Source: an optimization exercise on an open RTL-to-GDS flow (aim: small area, a short achievable clock period and few clock cycles). Production flows keep margins and buffers that such runs may drop. RTL that was checked went through simulation tests only; none was proved equivalent to the original.

==> v12 <==
Design dma_sound, start of the top module:
module dma_sound (
    input  wire        clk,
    input  wire        rst,
    input  wire        cmd_valid,
    output wire        cmd_ready,
    input  wire [2:0]  cmd_op,        
    input  wire [7:0]  cmd_reg,
    input  wire [7:0]  cmd_wdata,
    input  wire [63:0] cmd_clk_c,
    input  wire [63:0] cmd_clk_d,
    input  wire [15:0] cmd_cap,
    input  wire [31:0] cmd_addr,
    input  wire [31:0] cmd_size,
    output wire        rsp_valid,
    output wire [7:0]  rsp_rdata,
    output wire        rsp_active,
    output wire [15:0] rsp_count,
    output wire        rsp_cycle_valid,
    output wire [63:0] rsp_cycle,
    output wire        rsp_desync,
    output wire [23:0] rsp_win_addr,
    output wire [23:0] rsp_win_size,
    output wire        rsp_overlap,
    output wire [15:0] rsp_syn_count,
    output wire        mem_req,
    output wire [23:0] mem_addr,
    input  wire        mem_ack,
    input  wire [15:0] mem_rdata,
    output wire        smp_valid,
    output wire [7:0]  smp_left,
    output wire [7:0]  smp_right,
    output wire        smp_underflow
);
clock: 22.0 ns
lec_check: 0
cap_margin: 20
core_margin: 2
core_utilization: 60
cts_cluster_diameter: 60
cts_cluster_size: 25
place_density: 0.75
slew_margin: 20
standard.sh (not shown) runs the stock make flow with config.mk's settings and CLKGATE_MAP_FILE= SYNTH_SCRIPT=/design/flow/synth_recipe.tcl, a recipe that flattens the netlist after the stock synthesis.
==> flow/flow/run.sh <==
#!/bin/bash
# The standard layout (standard.sh: standard synthesis, floorplan, placement,
# CTS, routing, finish) with two changes to how it is made:
#  - the buffer that buffer_ports puts on every input and output port is a buf_1
#    rather than the default delay buffer (every port still gets its own buffer);
#  - repair_timing aims for 16.2 ns of setup slack at the design's 22 ns clock,
#    so it sizes up the cells on the slowest paths. The SDC is unchanged.
# The make output goes to flow.log here; ORFS keeps each step's log under orfs/logs/.
set -euo pipefail
export BUFFER_PORTS_ARGS="-buffer_cell sky130_fd_sc_hd__buf_1"
export SETUP_SLACK_MARGIN=16.2
bash standard.sh finish > flow.log 2>&1
==> inputs of v17, as changes to v12 <==
--- a/flow/design.v
+++ b/flow/design.v
@@ -48,11 +48,11 @@
     reg [7:0]  c_reg;
     reg [7:0]  c_wdata;
     reg [63:0] acc;       
     reg [60:0] dd;        
     reg [63:0] xx;        
-    reg [15:0] cap;
+    reg [15:0] capleft;
     reg [15:0] syn_n;
     reg        post_syn, post_pred;
     reg        play;
     reg        play_d;
     reg        h_rep, r_rep, h_mono, r_mono;
@@ -114,48 +114,19 @@
     wire        win_ok   = end_ge && (wdiff[22:3] != 20'd0);
     wire [2:0] rptr1 = rptr + 3'd1;
     wire [2:0] wptr1 = wptr + 3'd1;
     wire [7:0] f_b0  = fbuf[rptr];
     wire [7:0] f_b1  = fbuf[rptr1];
-    function [64:0] hc_add64(input [63:0] a, input [63:0] b);
-        reg [63:0] g, p, gg, pp, g2, p2;
-        integer l, j;
-        begin
-            g = a & b;
-            p = a ^ b;
-            gg = g;
-            pp = p;
-            for (j = 1; j < 64; j = j + 2) begin
-                gg[j] = g[j] | (p[j] & g[j - 1]);
-                pp[j] = p[j] & p[j - 1];
-            end
-            for (l = 1; l < 6; l = l + 1) begin
-                g2 = gg;
-                p2 = pp;
-                for (j = 1; j < 64; j = j + 2)
-                    if (j >= (1 << l) + 1) begin
-                        g2[j] = gg[j] | (pp[j] & gg[j - (1 << l)]);
-                        p2[j] = pp[j] & pp[j - (1 << l)];
-                    end
-                gg = g2;
-                pp = p2;
-            end
-            for (j = 2; j < 64; j = j + 2)
-                gg[j] = g[j] | (p[j] & gg[j - 1]);
-            hc_add64 = {gg[63], p ^ {gg[62:0], 1'b0}};
-        end
-    endfunction
     wire [63:0] d8      = {dd, 3'b000};
     wire [63:0] add_a   = f_mula ? acc : cycle;
     wire [63:0] add_b   = f_mxx ? xx : (f_d8 ? d8 : 64'd0);
-    wire [64:0] sum65   = hc_add64(add_a, add_b);
+    wire [64:0] sum65   = {1'b0, add_a} + {1'b0, add_b};
     wire [63:0] sum     = sum65[63:0];
     wire [64:0] cmpv    = {1'b0, cycle} + {1'b0, ~acc} + {64'd0, !f_pre};
     wire        c_ge    = cmpv[64];
-    wire [15:0] syn_inc  = syn_n + 16'd1;
-    wire        go       = (syn_n != cap) && !c_ge;
-    wire        cap_last = (syn_inc == cap);    
+    wire        go      = (capleft != 16'd0) && !c_ge;
+    wire        cap_last = (capleft[15:1] == 15'd0);    
     wire        rem_pos  = cnt_lt_end && ((cdiff[22:3] != 20'd0) || (cdiff[2:0] > 3'd4));
     wire [25:0] rem5     = {1'b0, cdiff[22:0], 2'b00} + {3'd0, cdiff[22:0]} - 26'd20;
     wire [2:0]  xshift   = 3'd3 - {1'b0, r_rate} + {2'b00, r_mono};
     reg  [25:0] r5;       
     wire [63:0] x_new    = {35'd0, r5, 3'b000} << xshift;
@@ -262,11 +233,11 @@
         c_wdata <= cmd_wdata;
         r5 <= rem5;
         if (st == S_IDLE) begin
             acc     <= cmd_clk_c;
             dd      <= cmd_clk_d[60:0];
-            cap     <= cmd_cap;
+            capleft <= cmd_cap;
         end
         if (st == S_IDLE && cmd_op == OP_OVL)
             xx <= {13'd0, (cmd_size != 32'd0), (cmd_size[31:24] != 8'd0),
                    (cmd_addr[31:24] != 8'd0), cmd_size[23:0], cmd_addr[23:0]};
         else if (st == S_IDLE || st == S_PREW2) begin
@@ -348,11 +319,12 @@
                 fsize <= fsize + (do_push ? 4'd2 : 4'd0) - {2'b00, do_pop ? pop_cnt : 2'd0};
             if (done_t) begin
                 sv      <= 1'b1;
                 suf     <= do_pop && pop_uf;
                 cycle   <= sum;
-                syn_n   <= syn_inc;
+                capleft <= capleft - 16'd1;
+                syn_n   <= syn_n + 16'd1;
                 if (!silent) k <= k_next;
             end
             case (st)
             S_IDLE: begin
                 if (post_syn) begin
==> flow/flow/run.sh (replaced) <==
#!/bin/bash
# The standard layout (standard.sh: standard synthesis, floorplan, placement,
# CTS, routing, finish) with two changes to how it is made:
#  - the buffer that buffer_ports puts on every input and output port is a buf_2
#    rather than the default delay buffer (every port still gets its own buffer);
#  - repair_timing aims for 16.2 ns of setup slack at the design's 22 ns clock,
#    so it sizes up the cells on the slowest paths. The SDC is unchanged.
# The make output goes to flow.log here; ORFS keeps each step's log under orfs/logs/.
set -euo pipefail
export BUFFER_PORTS_ARGS="-buffer_cell sky130_fd_sc_hd__buf_2"
export SETUP_SLACK_MARGIN=16.2
bash standard.sh finish > flow.log 2>&1
CTS_CLUSTER_DIAMETER = not set   (was 60)
CTS_CLUSTER_SIZE = not set   (was 25)
==> inputs of v33, as changes to v12 <==
--- a/flow/design.v
+++ b/flow/design.v
@@ -432,9 +432,13 @@
                 end
             end
             default: ;
             endcase
         end
-        if (rst)
-            rdy <= 1'b0;
+        if (rst) begin
+            rdy  <= 1'b0;
+            rv   <= 1'b0;
+            sv   <= 1'b0;
+            mreq <= 1'b0;
+        end
     end
 endmodule
CORE_UTILIZATION = 78   (was 60)
PLACE_DENSITY = 0.9   (was 0.75)
==> inputs of v32, as changes to v12 <==
--- a/flow/design.v
+++ b/flow/design.v
@@ -432,9 +432,13 @@
                 end
             end
             default: ;
             endcase
         end
-        if (rst)
-            rdy <= 1'b0;
+        if (rst) begin
+            rdy  <= 1'b0;
+            rv   <= 1'b0;
+            sv   <= 1'b0;
+            mreq <= 1'b0;
+        end
     end
 endmodule
CORE_UTILIZATION = 72   (was 60)
PLACE_DENSITY = 0.85   (was 0.75)
==> metrics.yaml <==
outcome:
  status: "complete, no violations"
cells_and_area:
  diodes: 7
  layout_common_cells: "nand2_1 (539), nor2_1 (478), buf_1 (440), inv_1 (387), dfxtp_1 (367)"
power_and_ir_drop:
  power_frac_clock: 0.338
drt:
  wl_met1_mm: 49.6
sta:
  finalClockSkew_ps: 34.3
grt:
  antenna_found_initial: 11
synth:
  synth-seq-area-share: 0.364
setup_path:
  crit_path_start: "xx[33]"
# the run above: v32

==> metrics.yaml <==
cells_and_area:
  layout_common_cells: "nand2_1 (603), nor2_1 (470), buf_1 (423), inv_1 (408), dfxtp_1 (361)"
  diodes: 18
synth:
  synth-seq-area-share: 0.363
power_and_ir_drop:
  power_frac_clock: 0.389
grt:
  antenna_found_initial: 21
outcome:
  status: "complete, no violations"
# the run above: v12

==> metrics.yaml <==
power_and_ir_drop:
  power_frac_clock: 0.396
sta:
  finalClockSkew_ps: 20.9
synth:
  synth-seq-area-share: 0.351
drt:
  wl_met1_mm: 58.6
cells_and_area:
  layout_common_cells: "nor2_1 (497), nand2_1 (459), buf_2 (443), dfxtp_1 (371), inv_1 (358)"
  diodes: 15
outcome:
  status: "complete, no violations"
# the run above: v17

==> metrics.yaml <==
grt:
  antenna_found_initial: 15
sta:
  finalClockSkew_ps: 39.1
outcome:
  status: "complete, no violations"
cells_and_area:
  layout_common_cells: "nand2_1 (539), nor2_1 (478), buf_1 (442), inv_1 (387), dfxtp_1 (380)"
power_and_ir_drop:
  power_frac_clock: 0.336
# the run above: v33

Testbench counts of v12, summed over its fixed seeds: cycles 133,190.
Testbench counts of v17, summed over its fixed seeds: cycles 133,190.
Testbench counts of v33, summed over its fixed seeds: cycles 133,190.
Testbench counts of v32, summed over its fixed seeds: cycles 133,190.

==> run A: inputs <==
dma_sound, a different RTL version from the one above (not shown whole).
Design dma_sound, start of the top module:
module dma_sound (
    input  wire        clk,
    input  wire        rst,
    input  wire        cmd_valid,
    output wire        cmd_ready,
    input  wire [2:0]  cmd_op,        
    input  wire [7:0]  cmd_reg,
    input  wire [7:0]  cmd_wdata,
    input  wire [63:0] cmd_clk_c,
    input  wire [63:0] cmd_clk_d,
    input  wire [15:0] cmd_cap,
    input  wire [31:0] cmd_addr,
    input  wire [31:0] cmd_size,
    output wire        rsp_valid,
    output wire [7:0]  rsp_rdata,
    output wire        rsp_active,
    output wire [15:0] rsp_count,
    output wire        rsp_cycle_valid,
    output wire [63:0] rsp_cycle,
    output wire        rsp_desync,
    output wire [23:0] rsp_win_addr,
    output wire [23:0] rsp_win_size,
    output wire        rsp_overlap,
    output wire [15:0] rsp_syn_count,
    output wire        mem_req,
    output wire [23:0] mem_addr,
    input  wire        mem_ack,
    input  wire [15:0] mem_rdata,
    output wire        smp_valid,
    output wire [7:0]  smp_left,
    output wire [7:0]  smp_right,
    output wire        smp_underflow
);
    localparam OP_RD = 3'd0, OP_WR = 3'd1, OP_POLL = 3'd2,
               OP_WIN = 3'd3, OP_OVL = 3'd4, OP_SYN = 3'd5;
    localparam S_IDLE  = 4'd0,    
               S_EXEC  = 4'd1,    
               S_PREW  = 4'd2,    
               S_MUL   = 4'd4,    
  ...
clock: 22.0 ns
lec_check: 0
cap_margin: 20
core_margin: 2
core_utilization: 40
place_density: 0.6
slew_margin: 20
run.sh (not shown) runs the stock make flow with config.mk's settings and CLKGATE_MAP_FILE= SYNTH_SCRIPT=/design/flow/synth_recipe.tcl, a recipe that flattens the netlist after the stock synthesis.
Stock flow here: none of the scripts above is used.
==> run H (differences from run A) <==
--- a/flow/design.v
+++ b/flow/design.v
@@ -32,35 +32,32 @@
     output wire        smp_underflow
 );
     localparam OP_RD = 3'd0, OP_WR = 3'd1, OP_POLL = 3'd2,
                OP_WIN = 3'd3, OP_OVL = 3'd4, OP_SYN = 3'd5;
     localparam S_IDLE  = 4'd0,    
                S_EXEC  = 4'd1,    
                S_PREW  = 4'd2,    
                S_MUL   = 4'd4,    
-               S_SETUP = 4'd5,    
-               S_TICK  = 4'd6,    
-               S_FETCH = 4'd7,    
-               S_PEND  = 4'd8;    
+               S_TICK  = 4'd5,    
+               S_FETCH = 4'd6;    
     reg [3:0]  st, st_n;
     reg        f_mula, f_mxx, f_d8, f_pre;
     reg        rdy;
     reg        rst_r;
     reg [2:0]  c_op;
     reg [7:0]  c_reg;
     reg [7:0]  c_wdata;
     reg [63:0] acc;       
     reg [23:0] q_addr, q_size;
     reg        q_addr_hi, q_size_hi, q_size_nz;
     reg [60:0] dd;        
     reg [63:0] xx;        
     reg [15:0] capleft;
     reg [15:0] syn_n;
-    reg        go_r;
     reg        post_syn, post_pred;
     reg        play;
     reg        h_rep, r_rep, h_mono, r_mono;
     reg [1:0]  h_rate, r_rate;
     reg [7:0]  hold [1:9];
     reg [7:0]  regs [1:9];
     reg [23:1] counter;
     reg [7:0]  fbuf [0:7];
@@ -119,24 +116,19 @@
     wire [2:0] wptr1 = wptr + 3'd1;
     wire [7:0] f_b0  = fbuf[rptr];
     wire [7:0] f_b1  = fbuf[rptr1];
     wire [63:0] d8      = {dd, 3'b000};
     wire [63:0] add_a   = f_mula ? acc : cycle;
     wire [63:0] add_b   = f_mxx ? xx : (f_d8 ? d8 : 64'd0);
     wire [64:0] sum65   = {1'b0, add_a} + {1'b0, add_b};
     wire [63:0] sum     = sum65[63:0];
-    wire [63:0] cs_y    = f_d8 ? d8 : 64'd0;
-    wire [63:0] cs_s    = cycle ^ cs_y ^ ~acc;
-    wire [63:0] cs_k    = (cycle & cs_y) | (cycle & ~acc) | (cs_y & ~acc);
-    wire [65:0] cs_t    = {2'b00, cs_s} + {1'b0, cs_k, 1'b0} + {65'd0, !f_pre};
-    wire        c_lt    = (cs_t[65:64] == 2'b00) || (cs_t[65:64] == 2'b01 && sum65[64]);
-    wire        c_gt    = cs_t[64];
-    wire        cap_more = (capleft[15:1] != 15'd0);
-    wire        go_next  = cap_more && c_lt;
+    wire [64:0] cmpv    = {1'b0, cycle} + {1'b0, ~acc} + {64'd0, !f_pre};
+    wire        c_ge    = cmpv[64];
+    wire        go      = (capleft != 16'd0) && !c_ge;
     wire        rem_pos  = cnt_lt_end && ((cdiff[22:3] != 20'd0) || (cdiff[2:0] > 3'd4));
     wire [25:0] rem5     = {1'b0, cdiff[22:0], 2'b00} + {3'd0, cdiff[22:0]} - 26'd20;
     wire [2:0]  xshift   = 3'd3 - {1'b0, r_rate} + {2'b00, r_mono};
     wire [63:0] x_new    = {35'd0, rem5, 3'b000} << xshift;
     wire        cv_new   = play && win_ok && rem_pos;
     wire        mul_last = (dd[60:1] == 60'd0);
     wire       wr_in  = (c_reg <= 8'd16);
     wire [4:0] widx   = c_reg[4:0];
@@ -157,55 +149,56 @@
     wire [23:1] nh_base = {nh[1], nh[2], nh[3][7:1]};
     reg [7:0] rd_val;
     always @(*) begin
         rd_val = 8'd0;
         if (c_reg == 8'd0)       rd_val = {play, r_rep, 6'd0};
         else if (c_reg <= 8'd9)  rd_val = regs[c_reg[3:0]];
         else if (c_reg == 8'd16) rd_val = {r_rate, 5'd0, r_mono};
     end
-    wire [24:0] q_end  = {1'b0, q_addr} + {1'b0, q_size};
+    wire [24:0] ov_x = {1'b0, q_addr};
+    wire [24:0] ov_y = {1'b0, q_size};
+    wire [24:0] ov_z = ~{1'b0, base_a, 1'b0};
+    wire [24:0] ov_s = ov_x ^ ov_y ^ ov_z;
+    wire [24:0] ov_k = (ov_x & ov_y) | (ov_x & ov_z) | (ov_y & ov_z);
+    wire [25:0] ov_t = {1'b0, ov_s} + {ov_k, 1'b0};
     wire ovl = play && q_size_nz && end_ge && (wdiff[22:0] != 23'd0) &&
                !q_addr_hi && (q_addr < {end_a, 1'b0}) &&
-               (q_size_hi || ({1'b0, base_a, 1'b0} < q_end));
+               (q_size_hi || ov_t[25]);
     wire fetch_t  = !silent && (k == 6'd0);
     wire mono_chg = eob && h_rep && (h_mono != r_mono);
     wire fast     = needs_read && mreq && (fsize >= 4'd5) && !mono_chg;
     wire slow     = fetch_t && needs_read && !fast;
     wire stall    = mreq && (k != 6'd0);      
-    wire tick_go  = (st == S_TICK) && go_r && !stall;
-    wire do_push = ack_r && ((st == S_TICK) || (st == S_FETCH) || (st == S_PEND));
+    wire tick_go  = (st == S_TICK) && go && !stall;
+    wire do_push = ack_r && ((st == S_TICK) || (st == S_FETCH));
     wire fetch_done = (st == S_FETCH) && !mreq && !ack_r && !needs_read;
     wire do_pop  = (tick_go && fetch_t && !slow) || fetch_done;
     wire done_t  = (tick_go && !slow) || fetch_done;
     wire       pop_uf  = (fsize == 4'd0);
     wire       pop_two = !r_mono && (fsize >= 4'd2);
     wire [7:0] pop_l   = pop_uf ? 8'd0 : f_b0;
     wire [7:0] pop_r   = pop_uf ? 8'd0 : (pop_two ? f_b1 : f_b0);
     wire [1:0] pop_cnt = pop_uf ? 2'd0 : (pop_two ? 2'd2 : 2'd1);
     always @(*) begin
         st_n = st;
         case (st)
         S_IDLE:  if (cmd_valid)
                      st_n = (cmd_op == OP_POLL) ? S_MUL :
-                            (cmd_op == OP_SYN)  ? S_SETUP : S_EXEC;
+                            (cmd_op == OP_SYN)  ? S_TICK : S_EXEC;
         S_EXEC:  st_n = (c_op != OP_WR) ? S_IDLE : wr_commit ? S_PREW : S_MUL;
         S_PREW:  st_n = S_MUL;
         S_MUL:   if (mul_last) st_n = S_IDLE;
-        S_SETUP: st_n = S_TICK;
         S_TICK: begin
-            if (!go_r)                       st_n = S_IDLE;
-            else if (stall)                  st_n = S_TICK;
+            if (stall)                       st_n = S_TICK;
+            else if (!go)                    st_n = S_IDLE;
             else if (slow)                   st_n = S_FETCH;
-            else if (fetch_t && needs_read)  st_n = go_next ? S_TICK : S_PEND;
-            else                             st_n = go_next ? S_TICK : S_IDLE;
         end
         S_FETCH: if (!mreq && !ack_r && !needs_read)
-                     st_n = go_next ? S_TICK : S_IDLE;
-        S_PEND:  if (!mreq) st_n = S_IDLE;
+                     st_n = S_TICK;
         default: st_n = S_IDLE;
         endcase
         if (rst_r) st_n = S_IDLE;
     end
     wire respond = (st_n == S_IDLE) && (st != S_IDLE);
     always @(posedge clk) begin
         rst_r   <= rst;
         rdata_r <= mem_rdata;
@@ -214,30 +207,30 @@
         q_addr_hi <= (cmd_addr[31:24] != 8'd0);
         q_size    <= cmd_size[23:0];
         q_size_hi <= (cmd_size[31:24] != 8'd0);
         q_size_nz <= (cmd_size != 32'd0);
         f_mula <= (st_n == S_MUL) && (st == S_MUL);
         f_mxx  <= (st_n == S_MUL) && ((st == S_MUL) ? dd[1] : (st == S_IDLE) ? cmd_clk_d[0] : dd[0]);
         f_d8   <= (st_n == S_TICK) || (st_n == S_FETCH);
         f_pre  <= (st_n == S_MUL) && (st != S_MUL);
+        c_op    <= cmd_op;
+        c_reg   <= cmd_reg;
+        c_wdata <= cmd_wdata;
         if (rdy) begin
-            c_op    <= cmd_op;
-            c_reg   <= cmd_reg;
-            c_wdata <= cmd_wdata;
             acc     <= cmd_clk_c;
             dd      <= cmd_clk_d[60:0];
             capleft <= cmd_cap;
         end
         if (st == S_IDLE || st == S_PREW) begin
             xx <= x_new;
             cv <= cv_new;
         end
         if (f_pre)
-            desync <= c_gt;
+            desync <= c_ge;
         if (st == S_MUL) begin
             acc <= sum;
             xx  <= {xx[62:0], 1'b0};
             dd  <= {1'b0, dd[60:1]};
         end
         if (do_push) begin
             fbuf[wptr]  <= rdata_r[7:0];
             fbuf[wptr1] <= rdata_r[15:8];
@@ -266,17 +259,16 @@
             smp_r     <= 8'd0;
             suf       <= 1'b0;
             mreq      <= 1'b0;
             ack_r     <= 1'b0;
             rv        <= 1'b0;
             sv        <= 1'b0;
             post_syn  <= 1'b0;
             post_pred <= 1'b0;
-            go_r      <= 1'b0;
         end else begin
             rv    <= respond;
             sv    <= 1'b0;
             ack_r <= mreq && mem_ack;
             if (respond) rdy <= 1'b1;
             if (st == S_IDLE && cmd_valid) rdy <= 1'b0;
             if (do_push) begin
                 wptr <= wptr + 3'd2;
@@ -307,30 +299,30 @@
                 fsize <= fsize + (do_push ? 4'd2 : 4'd0) - {2'b00, do_pop ? pop_cnt : 2'd0};
             if (done_t) begin
                 sv      <= 1'b1;
                 suf     <= do_pop && pop_uf;
                 cycle   <= sum;
                 capleft <= capleft - 16'd1;
                 syn_n   <= syn_n + 16'd1;
                 if (!silent) k <= k_next;
-                go_r    <= go_next;
             end
             case (st)
             S_IDLE: begin
                 if (post_syn) begin
                     regs[4] <= counter[23:16];
                     regs[5] <= counter[15:8];
                     regs[6] <= {counter[7:1], 1'b0};
                 end
                 if (post_pred)
                     sig_count <= 16'd0;
                 post_syn  <= 1'b0;
                 post_pred <= 1'b0;
                 syn_n     <= 16'd0;
+                mreq      <= (st_n == S_TICK) && (k == 6'd0) && needs_read;
             end
             S_EXEC: begin
                 case (c_op)
                 OP_WR: begin
                     if (wr_in) begin
                         for (i = 1; i <= 9; i = i + 1)
                             hold[i] <= nh[i];
                         h_rep  <= nh_rep;
@@ -359,52 +351,36 @@
                     acc[23:0]  <= play ? {base_a, 1'b0} : 24'd0;
                     acc[47:24] <= (play && end_ge) ? {wdiff[22:0], 1'b0} : 24'd0;
                 end
                 OP_OVL: acc[0] <= ovl;
                 default: ;
                 endcase
             end
             S_MUL: if (mul_last) post_pred <= 1'b1;
-            S_SETUP: begin
-                go_r <= (capleft != 16'd0) && c_lt;
-                mreq <= (capleft != 16'd0) && (k == 6'd0) && needs_read;
-            end
             S_TICK: begin
-                if (!go_r) begin
+                if (stall) begin
+                    if (mem_ack) mreq <= 1'b0;
+                end else if (!go) begin
                     mreq     <= 1'b0;
                     post_syn <= 1'b1;
-                end else if (stall) begin
-                    if (mem_ack) mreq <= 1'b0;
                 end else if (slow) begin
                     mreq <= mreq && !mem_ack;
                 end else if (fetch_t && needs_read) begin
                     mreq <= !mem_ack;
-                end else if (!go_next) begin
-                    mreq     <= 1'b0;
-                    post_syn <= 1'b1;
                 end else begin
                     mreq <= !silent && (k_next == 6'd0) && needs_read;
                 end
             end
             S_FETCH: begin
                 if (mreq) begin
                     if (mem_ack) mreq <= 1'b0;
                 end else if (ack_r) begin
                 end else if (needs_read) begin
                     mreq <= 1'b1;
-                end else if (!go_next) begin
-                    post_syn <= 1'b1;
-                end
-            end
-            S_PEND: begin
-                if (mreq) begin
-                    if (mem_ack) mreq <= 1'b0;
-                end else begin
-                    post_syn <= 1'b1;
                 end
             end
             default: ;
             endcase
         end
         if (rst)
             rdy <= 1'b0;
     end
==> comparison <==
- Run H finished with timing, DRC and antenna clean. Run A finished with timing, DRC and antenna clean.
- In run A the utilization is lower than in run H, by 0.42 points.
- Of run A and run H, run H has the higher clock skew (gap 0.0085 ns).
- Setup slack: run A is worse than run H (0.35 ns).
- Of run H and run A, run A has the higher final area (gap about 5%, measured against run A).
- Between run H and run A, the lower sequential share of layout area is in run A (gap 1.2 points).
==> figures <==
item                                                            run H           run A
First-pass GRT wire length                                   244.5 mm        243.9 mm
Synthesized netlist cell count                                  5,110           5,283
Sequential fraction of total cell area                         30.68%          29.49%
Routing usage on met2                                          44.25%          42.07%
Share of post-route cells with drive strength above 1          7.259%          9.025%
FF-to-FF path depth                                                22              20
Final Critical Period                                        6.672 ns        7.025 ns
Hold worst-path end                                        hold[7][3]      capleft[9]
Fraction of area in multi-input gates                          48.05%          50.65%
Number of synthesized register bits                               677             678
Status                                                 finished clean  finished clean
Testbench counts of run H, summed over its fixed seeds: cycles 134,918.
Function not checked in run A: the RTL went through the layout flow alone.

static timing again, ports no longer ideal:
In the flow no input, the clock included, has a driving cell. The finished layouts below were timed again as built, in two steps.
Step 1, drivers: a clkbuf_16 drives clk and a buf_2 each remaining input, both assumed.
Step 2 times the ports against the registers' clock, not the clock port: input delays grow and output delays shrink by t, the midpoint of the rising clock arrivals with the driver on.
a / b / c = ideal / step 1 / step 2; a / b = the first two.
run	t (ns)	setup slack, ns	worst setup path after step 2	slew at the worst register clock pin (ns)	worst slew at a driven data input, ns
v12	0.724	16.198 / 16.130 / 15.588	input to register	0.10 / 0.10	0.17
v17	0.710	16.186 / 16.117 / 15.726	input to register	0.07 / 0.07	0.13
v33	0.680	16.103 / 16.105 / 15.463	input to register	0.10 / 0.10	0.17
v32	0.692	16.194 / 16.127 / 15.650	input to register	0.10 / 0.10	0.11
run A	0.746	14.975 / 14.975 / 14.861	input to register	0.07 / 0.07	0.14
run H	0.741	15.328 / 15.256 / 15.343	input to register	0.07 / 0.07	0.15
After both steps every run listed still meets setup and hold. For v33, which loses most, drivers alone change the setup slack by +0.002 ns; drivers and shift together by -0.640 ns.
